This design comes from an exercise in tuning for small area on the open sky130 flow, not from production work.
The RTL was checked by simulation tests, not by an equivalence proof against the original design.

==> violet: inputs <==
==> flow/design.v <==
module keyscan_midi (
    input  wire       clk,
    input  wire       rst,         
    input  wire       tickReq,     
    input  wire [3:0] sense,       
    output wire [7:0] colDrive,    
    output reg  [2:0] muxAddr,     
    output wire [7:0] txByte,      
    output reg        txValid,
    output reg        clampSeen    
);
    localparam [3:0] P_IDLE     = 4'd0,
                     P_SELECT   = 4'd1,
                     P_SET0     = 4'd2,    
                     P_SET      = 4'd3,    
                     P_SETTLE   = 4'd4,
                     P_READ     = 4'd5,
                     P_DIFF     = 4'd6,
                     P_HANDLE   = 4'd7,
                     P_EMIT1    = 4'd8,    
                     P_EMIT2    = 4'd9,    
                     P_ADVANCE  = 4'd10;
    reg  [3:0]  phase;
    reg  [2:0]  col;           
    reg         adv;           
    reg  [63:0] W;             
    reg  [63:0] R [0:6];       
    reg  [47:0] E;             
    reg  [2:0]  cnt;           
    reg         pending;       
    reg         z;             
    reg         lap0;          
    reg         msgOn;
    assign colDrive = 8'h01 << col;
    wire isRead   = (phase == P_READ);
    wire isHandle = (phase == P_HANDLE);
    wire isEmit1  = (phase == P_EMIT1);
    wire isEmit2  = (phase == P_EMIT2);
    wire swap     = pending && (cnt == 3'b001);
    wire [7:0] o = z ? 8'd0 : W[63:56];
    wire oLM = o[7], oLB = o[6], oUM = o[5], oUB = o[4];
    wire onL = o[3], offL = o[2], onU = o[1], offU = o[0];
    wire sLM = sense[0], sLB = sense[1], sUM = sense[2], sUB = sense[3];
    wire mcL = sLM ^ oLM, bcL = sLB ^ oLB;
    wire mcU = sUM ^ oUM, bcU = sUB ^ oUB;
    wire emL = mcL & (sLM ? ~onL : ~offL);
    wire emU = mcU & (sUM ? ~onU : ~offU);
    wire clrL = bcL & sLB, clrU = bcU & sUB;
    wire nOnL  = ~clrL & (onL  | (mcL &  sLM));
    wire nOffL = ~clrL & (offL | (mcL & ~sLM));
    wire nOnU  = ~clrU & (onU  | (mcU &  sUM));
    wire nOffU = ~clrU & (offU | (mcU & ~sUM));
    wire [7:0] nWord = {sLM, sLB, sUM, sUB, nOnL, nOffL, nOnU, nOffU};
    wire [5:0] nEv = {emL, mcL & (sLM | ~emL), bcL,
                      emU, mcU & (sUM | ~emU), bcU};
    reg [15:0] ka, kb, kp;     
    integer k;
    always @(*) begin
        for (k = 0; k < 8; k = k + 1) begin
            ka[k]   = E[6*(7-k) + 5];
            kb[k]   = E[6*(7-k) + 4];
            kp[k]   = E[6*(7-k) + 3];
            ka[8+k] = E[6*(7-k) + 2];
            kb[8+k] = E[6*(7-k) + 1];
            kp[8+k] = E[6*(7-k) + 0];
        end
    end
    wire [15:0] kmk  = ka | kb;            
    wire [15:0] pend = kmk | kp;
    function [15:0] belowOf(input [15:0] p);
        integer i;
        reg acc;
        begin
            acc = 1'b0;
            for (i = 0; i < 16; i = i + 1) begin
                belowOf[i] = acc;
                acc = acc | p[i];
            end
        end
    endfunction
    wire [15:0] below = belowOf(pend);    
    wire [15:0] sel = pend & ~below;
    wire        any = |pend;
    wire        emitSel = |(sel & ka);
    wire        onSel   = |(sel & kb);
    reg  [2:0]  mSel;
    reg         upSel;
    integer q;
    always @(*) begin
        mSel  = 3'd0;
        upSel = 1'b0;
        for (q = 0; q < 16; q = q + 1)
            if (sel[q]) begin
                mSel  = mSel  | q[2:0];
                upSel = upSel | q[3];
            end
    end
    wire clampRow = (sel[7] | sel[15]) && (col >= 3'd5);
    wire clrMk = (isHandle & ~emitSel) | isEmit2;
    reg  [47:0] Eclr;
    integer j;
    always @(*) begin
        for (j = 0; j < 16; j = j + 1) begin
            Eclr[6*(7-j%8) + (j < 8 ? 5 : 2)] = ~below[j] & clrMk;
            Eclr[6*(7-j%8) + (j < 8 ? 4 : 1)] = ~below[j] & clrMk;
            Eclr[6*(7-j%8) + (j < 8 ? 3 : 0)] = ~below[j] & ~kmk[j] & isHandle;
        end
    end
    wire [6:0] rawPitch = 7'd36 + {1'b0, mSel, col};
    wire [6:0] pitch    = (mSel == 3'd7 && col >= 3'd5) ? 7'd96 : rawPitch;
    assign txByte = isEmit1 ? {3'b100, msgOn, 3'b000, ~upSel} :
                    isEmit2 ? {1'b0, pitch} :
                              {1'b0, {7{msgOn}}};
    integer s;
    always @(posedge clk) begin
        R[0] <= swap ? W : R[6];
        for (s = 1; s < 7; s = s + 1)
            R[s] <= R[s-1];
    end
    always @(posedge clk) begin
        if (swap)
            W <= R[6];
        else if (isRead)
            W <= {W[55:0], nWord};
        if (isRead)
            E <= {E[41:0], nEv};
        else
            E <= E & ~Eclr;
        if (isHandle & any & emitSel)
            msgOn <= onSel;
    end
    always @(posedge clk) begin
        if (rst) begin
            phase     <= P_IDLE;
            col       <= 3'd0;
            adv       <= 1'b0;
            muxAddr   <= 3'd0;
            txValid   <= 1'b0;
            clampSeen <= 1'b0;
            cnt       <= 3'b001;
            pending   <= 1'b0;
            z         <= 1'b1;
            lap0      <= 1'b1;
        end else begin
            txValid <= 1'b0;
            if (!swap) cnt <= {cnt[1:0], cnt[2] ^ cnt[1]};
            if (swap) begin
                pending <= 1'b0;
                z       <= lap0;
            end
            case (phase)
                P_IDLE:   if (tickReq) phase <= P_SELECT;
                P_SELECT: begin
                    col   <= col + {2'b00, adv};
                    phase <= P_SET0;
                end
                P_SET0: begin
                    muxAddr <= 3'd0;
                    phase   <= P_SETTLE;
                end
                P_SET: begin
                    muxAddr <= muxAddr + 3'd1;
                    phase   <= P_SETTLE;
                end
                P_SETTLE: phase <= P_READ;
                P_READ: begin
                    if (muxAddr == 3'd7) begin
                        phase   <= P_DIFF;
                        pending <= 1'b1;
                        z       <= 1'b0;
                        if (col == 3'd7) lap0 <= 1'b0;
                    end else
                        phase <= P_SET;
                end
                P_DIFF: phase <= P_HANDLE;
                P_HANDLE: begin
                    if (!any)
                        phase <= P_ADVANCE;
                    else begin
                        if (clampRow) clampSeen <= 1'b1;
                        if (emitSel) begin
                            txValid <= 1'b1;
                            phase   <= P_EMIT1;
                        end
                    end
                end
                P_EMIT1: begin
                    txValid <= 1'b1;
                    phase   <= P_EMIT2;
                end
                P_EMIT2: begin
                    txValid <= 1'b1;
                    phase   <= P_HANDLE;
                end
                P_ADVANCE: begin
                    adv   <= 1'b1;
                    phase <= P_IDLE;
                end
                default: phase <= P_IDLE;
            endcase
        end
    end
endmodule
==> flow/flow/run.sh <==
#!/bin/bash
# Standard layout, with clock-tree synthesis told not to add dummy loads and
# the port buffers made with the smallest buffer.
set -euo pipefail
export CTS_ARGS="-sink_clustering_enable -repair_clock_nets -sink_clustering_size 28 -sink_clustering_max_diameter 60 -buf_list {sky130_fd_sc_hd__clkbuf_8 sky130_fd_sc_hd__clkbuf_16} -dont_use_dummy_load"
export BUFFER_PORTS_ARGS="-buffer_cell sky130_fd_sc_hd__buf_1"
bash standard.sh > standard.log 2>&1
==> flow/standard.sh <==
#!/bin/bash
# synth_recipe.tcl (not shown) runs the flow's synth.tcl, then flattens the netlist and writes it again
# the make line also repeats each setting of config.mk as NAME=value (left out here)
make -C /OpenROAD-flow-scripts/flow DESIGN_CONFIG=/design/flow/config.mk WORK_HOME=/design/flow/orfs CLKGATE_MAP_FILE= SYNTH_SCRIPT=/design/flow/synth_recipe.tcl "${@:-finish}"
==> flow/config.mk <==
export PLATFORM = sky130hd
export DESIGN_NAME = keyscan_midi
export DESIGN_NICKNAME = keyscan_midi
export VERILOG_FILES = /design/flow/design.v
export SDC_FILE = /design/flow/constraint.sdc
export NUM_CORES = 4
export LEC_CHECK = 0
export CAP_MARGIN = 20
export CORE_MARGIN = 2
export CORE_UTILIZATION = 65
export PLACE_DENSITY = 0.75
export SLEW_MARGIN = 20
==> flow/constraint.sdc <==
create_clock -name core_clock -period 10.0 [get_ports {clk}]
set_input_delay 2.0000 -clock core_clock [delete_from_list [all_inputs] [get_ports {clk}]]
set_output_delay 2.0000 -clock core_clock [all_outputs]
set_load 0.01 [all_outputs]
==> onyx (differences from violet) <==
==> flow/design.v, changed modules only <==
module keyscan_midi (
    input  wire       clk,
    input  wire       rst,         
    input  wire       tickReq,     
    input  wire [3:0] sense,       
    output wire [7:0] colDrive,    
    output reg  [2:0] muxAddr,     
    output wire [7:0] txByte,      
    output reg        txValid,
    output reg        clampSeen    
);
    localparam [3:0] P_IDLE     = 4'd0,
                     P_SELECT   = 4'd1,
                     P_SET0     = 4'd2,    
                     P_SET      = 4'd3,    
                     P_SETTLE   = 4'd4,
                     P_READ     = 4'd5,
                     P_DIFF     = 4'd6,
                     P_HANDLE   = 4'd7,
                     P_EMIT1    = 4'd8,    
                     P_EMIT2    = 4'd9,    
                     P_ADVANCE  = 4'd10;
    reg  [3:0]  phase;
    reg  [2:0]  col;           
    reg         adv;           
    reg  [63:0] W;             
    reg  [63:0] R [0:6];       
    reg  [47:0] E;             
    reg  [2:0]  cnt;           
    reg         pending;       
    reg         z;             
    reg         lap0;          
    reg         msgOn;
    assign colDrive = 8'h01 << col;
    wire isRead   = (phase == P_READ);
    wire isHandle = (phase == P_HANDLE);
    wire isEmit1  = (phase == P_EMIT1);
    wire isEmit2  = (phase == P_EMIT2);
    wire swap     = pending && (cnt == 3'd0);
    wire [7:0] o = z ? 8'd0 : W[63:56];
    wire oLM = o[7], oLB = o[6], oUM = o[5], oUB = o[4];
    wire onL = o[3], offL = o[2], onU = o[1], offU = o[0];
    wire sLM = sense[0], sLB = sense[1], sUM = sense[2], sUB = sense[3];
    wire mcL = sLM ^ oLM, bcL = sLB ^ oLB;
    wire mcU = sUM ^ oUM, bcU = sUB ^ oUB;
    wire emL = mcL & (sLM ? ~onL : ~offL);
    wire emU = mcU & (sUM ? ~onU : ~offU);
    wire clrL = bcL & sLB, clrU = bcU & sUB;
    wire nOnL  = ~clrL & (onL  | (mcL &  sLM));
    wire nOffL = ~clrL & (offL | (mcL & ~sLM));
    wire nOnU  = ~clrU & (onU  | (mcU &  sUM));
    wire nOffU = ~clrU & (offU | (mcU & ~sUM));
    wire [7:0] nWord = {sLM, sLB, sUM, sUB, nOnL, nOffL, nOnU, nOffU};
    wire [5:0] nEv = {emL, mcL & (sLM | ~emL), bcL,
                      emU, mcU & (sUM | ~emU), bcU};
    reg [31:0] pa, pb;         
    integer k;
    always @(*) begin
        for (k = 0; k < 8; k = k + 1) begin
            pa[2*k]      = E[6*(7-k) + 5];
            pb[2*k]      = E[6*(7-k) + 4];
            pa[2*k+1]    = E[6*(7-k) + 3];
            pb[2*k+1]    = 1'b0;
            pa[16+2*k]   = E[6*(7-k) + 2];
            pb[16+2*k]   = E[6*(7-k) + 1];
            pa[16+2*k+1] = E[6*(7-k) + 0];
            pb[16+2*k+1] = 1'b0;
        end
    end
    wire [31:0] pend = pa | pb;
    wire [31:0] lowBelow = {lowBelowShift(pend), 1'b0};
    function [30:0] lowBelowShift(input [31:0] p);
        integer i;
        reg acc;
        begin
            acc = 1'b0;
            for (i = 0; i < 31; i = i + 1) begin
                acc = acc | p[i];
                lowBelowShift[i] = acc;
            end
        end
    endfunction
    wire [31:0] sel = pend & ~lowBelow;
    wire        any = |pend;
    wire [31:0] makeMask = 32'h55555555;
    wire        emitSel = |(sel & pa & makeMask);
    wire        onSel   = |(sel & pb);
    reg  [2:0]  mSel;
    reg         upSel;
    integer q;
    always @(*) begin
        mSel  = 3'd0;
        upSel = 1'b0;
        for (q = 0; q < 32; q = q + 1)
            if (sel[q]) begin
                mSel  = mSel  | q[3:1];
                upSel = upSel | q[4];
            end
    end
    wire clampRow = (mSel == 3'd7) && (col >= 3'd5);
    wire clrEn = (isHandle & ~emitSel) | isEmit2;
    reg  [47:0] Eclr;
    integer j;
    always @(*) begin
        for (j = 0; j < 8; j = j + 1) begin
            Eclr[6*(7-j) + 5] = sel[2*j]      & clrEn;
            Eclr[6*(7-j) + 4] = sel[2*j]      & clrEn;
            Eclr[6*(7-j) + 3] = sel[2*j+1]    & clrEn;
            Eclr[6*(7-j) + 2] = sel[16+2*j]   & clrEn;
            Eclr[6*(7-j) + 1] = sel[16+2*j]   & clrEn;
            Eclr[6*(7-j) + 0] = sel[16+2*j+1] & clrEn;
        end
    end
    wire [6:0] rawPitch = 7'd36 + {1'b0, mSel, col};
    wire [6:0] pitch    = (mSel == 3'd7 && col >= 3'd5) ? 7'd96 : rawPitch;
    assign txByte = isEmit1 ? {3'b100, msgOn, 3'b000, ~upSel} :
                    isEmit2 ? {1'b0, pitch} :
                              {1'b0, {7{msgOn}}};
    integer s;
    always @(posedge clk) begin
        R[0] <= swap ? W : R[6];
        for (s = 1; s < 7; s = s + 1)
            R[s] <= R[s-1];
    end
    always @(posedge clk) begin
        if (swap)
            W <= R[6];
        else if (isRead)
            W <= {W[55:0], nWord};
        if (isRead)
            E <= {E[41:0], nEv};
        else
            E <= E & ~Eclr;
        if (isHandle & any & emitSel)
            msgOn <= onSel;
    end
    always @(posedge clk) begin
        if (rst) begin
            phase     <= P_IDLE;
            col       <= 3'd0;
            adv       <= 1'b0;
            muxAddr   <= 3'd0;
            txValid   <= 1'b0;
            clampSeen <= 1'b0;
            cnt       <= 3'd0;
            pending   <= 1'b0;
            z         <= 1'b1;
            lap0      <= 1'b1;
        end else begin
            txValid <= 1'b0;
            cnt <= swap ? 3'd0 : (cnt == 3'd0 ? 3'd6 : cnt - 3'd1);
            if (swap) begin
                pending <= 1'b0;
                z       <= lap0;
            end
            case (phase)
                P_IDLE:   if (tickReq) phase <= P_SELECT;
                P_SELECT: begin
                    col   <= col + {2'b00, adv};
                    phase <= P_SET0;
                end
                P_SET0: begin
                    muxAddr <= 3'd0;
                    phase   <= P_SETTLE;
                end
                P_SET: begin
                    muxAddr <= muxAddr + 3'd1;
                    phase   <= P_SETTLE;
                end
                P_SETTLE: phase <= P_READ;
                P_READ: begin
                    if (muxAddr == 3'd7) begin
                        phase   <= P_DIFF;
                        pending <= 1'b1;
                        z       <= 1'b0;
                        if (col == 3'd7) lap0 <= 1'b0;
                    end else
                        phase <= P_SET;
                end
                P_DIFF: phase <= P_HANDLE;
                P_HANDLE: begin
                    if (!any)
                        phase <= P_ADVANCE;
                    else begin
                        if (clampRow) clampSeen <= 1'b1;
                        if (emitSel) begin
                            txValid <= 1'b1;
                            phase   <= P_EMIT1;
                        end
                    end
                end
                P_EMIT1: begin
                    txValid <= 1'b1;
                    phase   <= P_EMIT2;
                end
                P_EMIT2: begin
                    txValid <= 1'b1;
                    phase   <= P_HANDLE;
                end
                P_ADVANCE: begin
                    adv   <= 1'b1;
                    phase <= P_IDLE;
                end
                default: phase <= P_IDLE;
            endcase
        end
    end
endmodule
==> flow/run.sh (new file) <==
#!/bin/bash
# synth_recipe.tcl (not shown) runs the flow's synth.tcl, then flattens the netlist and writes it again
# the make line also repeats each setting of config.mk as NAME=value (left out here)
make -C /OpenROAD-flow-scripts/flow DESIGN_CONFIG=/design/flow/config.mk WORK_HOME=/design/flow/orfs CLKGATE_MAP_FILE= SYNTH_SCRIPT=/design/flow/synth_recipe.tcl finish
Settings changed: ABC_AREA from default to 1, CORE_UTILIZATION 65 to 80, CTS_BUF_LIST from default to sky130_fd_sc_hd__clkbuf_16, CTS_CLUSTER_DIAMETER from default to 50, CTS_CLUSTER_SIZE from default to 34, PLACE_DENSITY 0.75 to 0.88.
removed: flow/flow/run.sh
removed: flow/standard.sh
==> harbor (differences from violet) <==
==> flow/design.v, changed modules only <==
module keyscan_midi (
    input  wire       clk,
    input  wire       rst,         
    input  wire       tickReq,     
    input  wire [3:0] sense,       
    output wire [7:0] colDrive,    
    output reg  [2:0] muxAddr,     
    output wire [7:0] txByte,      
    output reg        txValid,
    output reg        clampSeen    
);
    localparam [3:0] P_IDLE     = 4'd0,
                     P_SELECT   = 4'd1,
                     P_SET0     = 4'd2,    
                     P_SET      = 4'd3,    
                     P_SETTLE   = 4'd4,
                     P_READ     = 4'd5,
                     P_DIFF     = 4'd6,
                     P_HANDLE   = 4'd7,
                     P_EMIT1    = 4'd8,    
                     P_EMIT2    = 4'd9,    
                     P_ADVANCE  = 4'd10;
    reg  [3:0]  phase;
    reg  [2:0]  col;           
    reg         adv;           
    reg  [63:0] W;             
    reg  [63:0] R [0:6];       
    reg  [47:0] E;             
    reg  [2:0]  cnt;           
    reg         pending;       
    reg         z;             
    reg         lap0;          
    reg         msgOn;
    assign colDrive = 8'h01 << col;
    wire isRead   = (phase == P_READ);
    wire isHandle = (phase == P_HANDLE);
    wire isEmit1  = (phase == P_EMIT1);
    wire isEmit2  = (phase == P_EMIT2);
    wire swap     = pending && (cnt == 3'd0);
    wire [7:0] o = z ? 8'd0 : W[63:56];
    wire oLM = o[7], oLB = o[6], oUM = o[5], oUB = o[4];
    wire onL = o[3], offL = o[2], onU = o[1], offU = o[0];
    wire sLM = sense[0], sLB = sense[1], sUM = sense[2], sUB = sense[3];
    wire mcL = sLM ^ oLM, bcL = sLB ^ oLB;
    wire mcU = sUM ^ oUM, bcU = sUB ^ oUB;
    wire emL = mcL & (sLM ? ~onL : ~offL);
    wire emU = mcU & (sUM ? ~onU : ~offU);
    wire clrL = bcL & sLB, clrU = bcU & sUB;
    wire nOnL  = ~clrL & (onL  | (mcL &  sLM));
    wire nOffL = ~clrL & (offL | (mcL & ~sLM));
    wire nOnU  = ~clrU & (onU  | (mcU &  sUM));
    wire nOffU = ~clrU & (offU | (mcU & ~sUM));
    wire [7:0] nWord = {sLM, sLB, sUM, sUB, nOnL, nOffL, nOnU, nOffU};
    wire [5:0] nEv = {emL, mcL & (sLM | ~emL), bcL,
                      emU, mcU & (sUM | ~emU), bcU};
    reg [31:0] pa, pb;         
    integer k;
    always @(*) begin
        for (k = 0; k < 8; k = k + 1) begin
            pa[2*k]      = E[6*(7-k) + 5];
            pb[2*k]      = E[6*(7-k) + 4];
            pa[2*k+1]    = E[6*(7-k) + 3];
            pb[2*k+1]    = 1'b0;
            pa[16+2*k]   = E[6*(7-k) + 2];
            pb[16+2*k]   = E[6*(7-k) + 1];
            pa[16+2*k+1] = E[6*(7-k) + 0];
            pb[16+2*k+1] = 1'b0;
        end
    end
    wire [31:0] pend = pa | pb;
    wire [31:0] lowBelow = {lowBelowShift(pend), 1'b0};
    function [30:0] lowBelowShift(input [31:0] p);
        integer i;
        reg acc;
        begin
            acc = 1'b0;
            for (i = 0; i < 31; i = i + 1) begin
                acc = acc | p[i];
                lowBelowShift[i] = acc;
            end
        end
    endfunction
    wire [31:0] sel = pend & ~lowBelow;
    wire        any = |pend;
    wire [31:0] makeMask = 32'h55555555;
    wire        emitSel = |(sel & pa & makeMask);
    wire        onSel   = |(sel & pb);
    reg  [2:0]  mSel;
    reg         upSel;
    integer q;
    always @(*) begin
        mSel  = 3'd0;
        upSel = 1'b0;
        for (q = 0; q < 32; q = q + 1)
            if (sel[q]) begin
                mSel  = mSel  | q[3:1];
                upSel = upSel | q[4];
            end
    end
    wire clampRow = (mSel == 3'd7) && (col >= 3'd5);
    wire clrEn = (isHandle & ~emitSel) | isEmit2;
    reg  [47:0] Eclr;
    integer j;
    always @(*) begin
        for (j = 0; j < 8; j = j + 1) begin
            Eclr[6*(7-j) + 5] = sel[2*j]      & clrEn;
            Eclr[6*(7-j) + 4] = sel[2*j]      & clrEn;
            Eclr[6*(7-j) + 3] = sel[2*j+1]    & clrEn;
            Eclr[6*(7-j) + 2] = sel[16+2*j]   & clrEn;
            Eclr[6*(7-j) + 1] = sel[16+2*j]   & clrEn;
            Eclr[6*(7-j) + 0] = sel[16+2*j+1] & clrEn;
        end
    end
    wire [6:0] rawPitch = 7'd36 + {1'b0, mSel, col};
    wire [6:0] pitch    = (mSel == 3'd7 && col >= 3'd5) ? 7'd96 : rawPitch;
    assign txByte = isEmit1 ? {3'b100, msgOn, 3'b000, ~upSel} :
                    isEmit2 ? {1'b0, pitch} :
                              {1'b0, {7{msgOn}}};
    integer s;
    always @(posedge clk) begin
        R[0] <= swap ? W : R[6];
        for (s = 1; s < 7; s = s + 1)
            R[s] <= R[s-1];
    end
    always @(posedge clk) begin
        if (swap)
            W <= R[6];
        else if (isRead)
            W <= {W[55:0], nWord};
        if (isRead)
            E <= {E[41:0], nEv};
        else
            E <= E & ~Eclr;
        if (isHandle & any & emitSel)
            msgOn <= onSel;
    end
    always @(posedge clk) begin
        if (rst) begin
            phase     <= P_IDLE;
            col       <= 3'd0;
            adv       <= 1'b0;
            muxAddr   <= 3'd0;
            txValid   <= 1'b0;
            clampSeen <= 1'b0;
            cnt       <= 3'd0;
            pending   <= 1'b0;
            z         <= 1'b1;
            lap0      <= 1'b1;
        end else begin
            txValid <= 1'b0;
            cnt <= swap ? 3'd0 : (cnt == 3'd0 ? 3'd6 : cnt - 3'd1);
            if (swap) begin
                pending <= 1'b0;
                z       <= lap0;
            end
            case (phase)
                P_IDLE:   if (tickReq) phase <= P_SELECT;
                P_SELECT: begin
                    col   <= col + {2'b00, adv};
                    phase <= P_SET0;
                end
                P_SET0: begin
                    muxAddr <= 3'd0;
                    phase   <= P_SETTLE;
                end
                P_SET: begin
                    muxAddr <= muxAddr + 3'd1;
                    phase   <= P_SETTLE;
                end
                P_SETTLE: phase <= P_READ;
                P_READ: begin
                    if (muxAddr == 3'd7) begin
                        phase   <= P_DIFF;
                        pending <= 1'b1;
                        z       <= 1'b0;
                        if (col == 3'd7) lap0 <= 1'b0;
                    end else
                        phase <= P_SET;
                end
                P_DIFF: phase <= P_HANDLE;
                P_HANDLE: begin
                    if (!any)
                        phase <= P_ADVANCE;
                    else begin
                        if (clampRow) clampSeen <= 1'b1;
                        if (emitSel) begin
                            txValid <= 1'b1;
                            phase   <= P_EMIT1;
                        end
                    end
                end
                P_EMIT1: begin
                    txValid <= 1'b1;
                    phase   <= P_EMIT2;
                end
                P_EMIT2: begin
                    txValid <= 1'b1;
                    phase   <= P_HANDLE;
                end
                P_ADVANCE: begin
                    adv   <= 1'b1;
                    phase <= P_IDLE;
                end
                default: phase <= P_IDLE;
            endcase
        end
    end
endmodule
==> flow/run.sh (new file) <==
#!/bin/bash
# synth_recipe.tcl (not shown) runs the flow's synth.tcl, then flattens the netlist and writes it again
# the make line also repeats each setting of config.mk as NAME=value (left out here)
make -C /OpenROAD-flow-scripts/flow DESIGN_CONFIG=/design/flow/config.mk WORK_HOME=/design/flow/orfs CLKGATE_MAP_FILE= SYNTH_SCRIPT=/design/flow/synth_recipe.tcl finish
Settings changed: CORE_UTILIZATION 65 to 40, PLACE_DENSITY 0.75 to default.
removed: flow/flow/run.sh
removed: flow/standard.sh
==> results.py <==
metrics = {
    "run_status": {
        "status": "complete, no violations",
    },
    "finish": {
        "multi_input_area_mm2": 0.00370,
    },
    "die": {
        "die_area_mm2": 0.0261,
    },
    "critical_path": {
        "crit_path_top_delay_cell": "or3_1",
    },
    "synthesis": {
        "yosys.area.top_type_share_pct": 63.9,
    },
}
[end of results for violet]
==> results.py <==
metrics = {
    "run_status": {
        "status": "complete, no violations",
    },
    "global_route": {
        "grt_use_met1_pct": 47.0,
        "grt-ovfl-total": 0,
    },
    "place": {
        "dp.cells": 1742,
    },
    "critical_path": {
        "crit_path_top_delay_cell": "clkdlybuf4s50_1",
    },
    "die": {
        "io_pins": 28,
        "die_area_mm2": 0.0217,
    },
    "cts": {
        "cts_setup_buffers": 0,
    },
    "synthesis": {
        "yosys.area.top_type_share_pct": 62.7,
        "ys.warnings.count": 2,
    },
}
[end of results for onyx]
==> results.py <==
metrics = {
    "run_status": {
        "status": "complete, no violations",
    },
    "critical_path": {
        "max_stage_delay_ps": 600,
    },
    "global_route": {
        "grt_use_met2_pct": 18.3,
    },
    "die": {
        "die_area_mm2": 0.0427,
    },
    "finish": {
        "multi_input_area_mm2": 0.00392,
    },
}
[end of results for harbor]

separate check: timing with driven ports:
In the flow no input, the clock included, has a driving cell. The finished layouts below were timed again as built, in two steps.
Step 1 (the two cells are an assumption about what drives the block):
set clk [get_ports {clk}]
set_driving_cell -lib_cell sky130_fd_sc_hd__clkbuf_16 $clk
set_driving_cell -lib_cell sky130_fd_sc_hd__buf_2 [delete_from_list [all_inputs] $clk]
Step 2, shift: input delay + t, output delay - t, t = (earliest + latest rising clock arrival at the registers) / 2. This alone moves slack from input paths to output paths.
a / b / c = ideal ports / drivers / drivers and shift; a / b = the first two.
| run | t (ns) | slack for setup (ns) | cell pins on the clock port's net |
|---|---|---|---|
| violet | 0.587 | 5.085 / 5.037 / 5.624 | 1 |
| onyx | 0.588 | 3.792 / 3.742 / 4.330 | 1 |
| harbor | 0.614 | 4.339 / 4.289 / 4.903 | 1 |
After both steps every run listed still meets setup and hold.
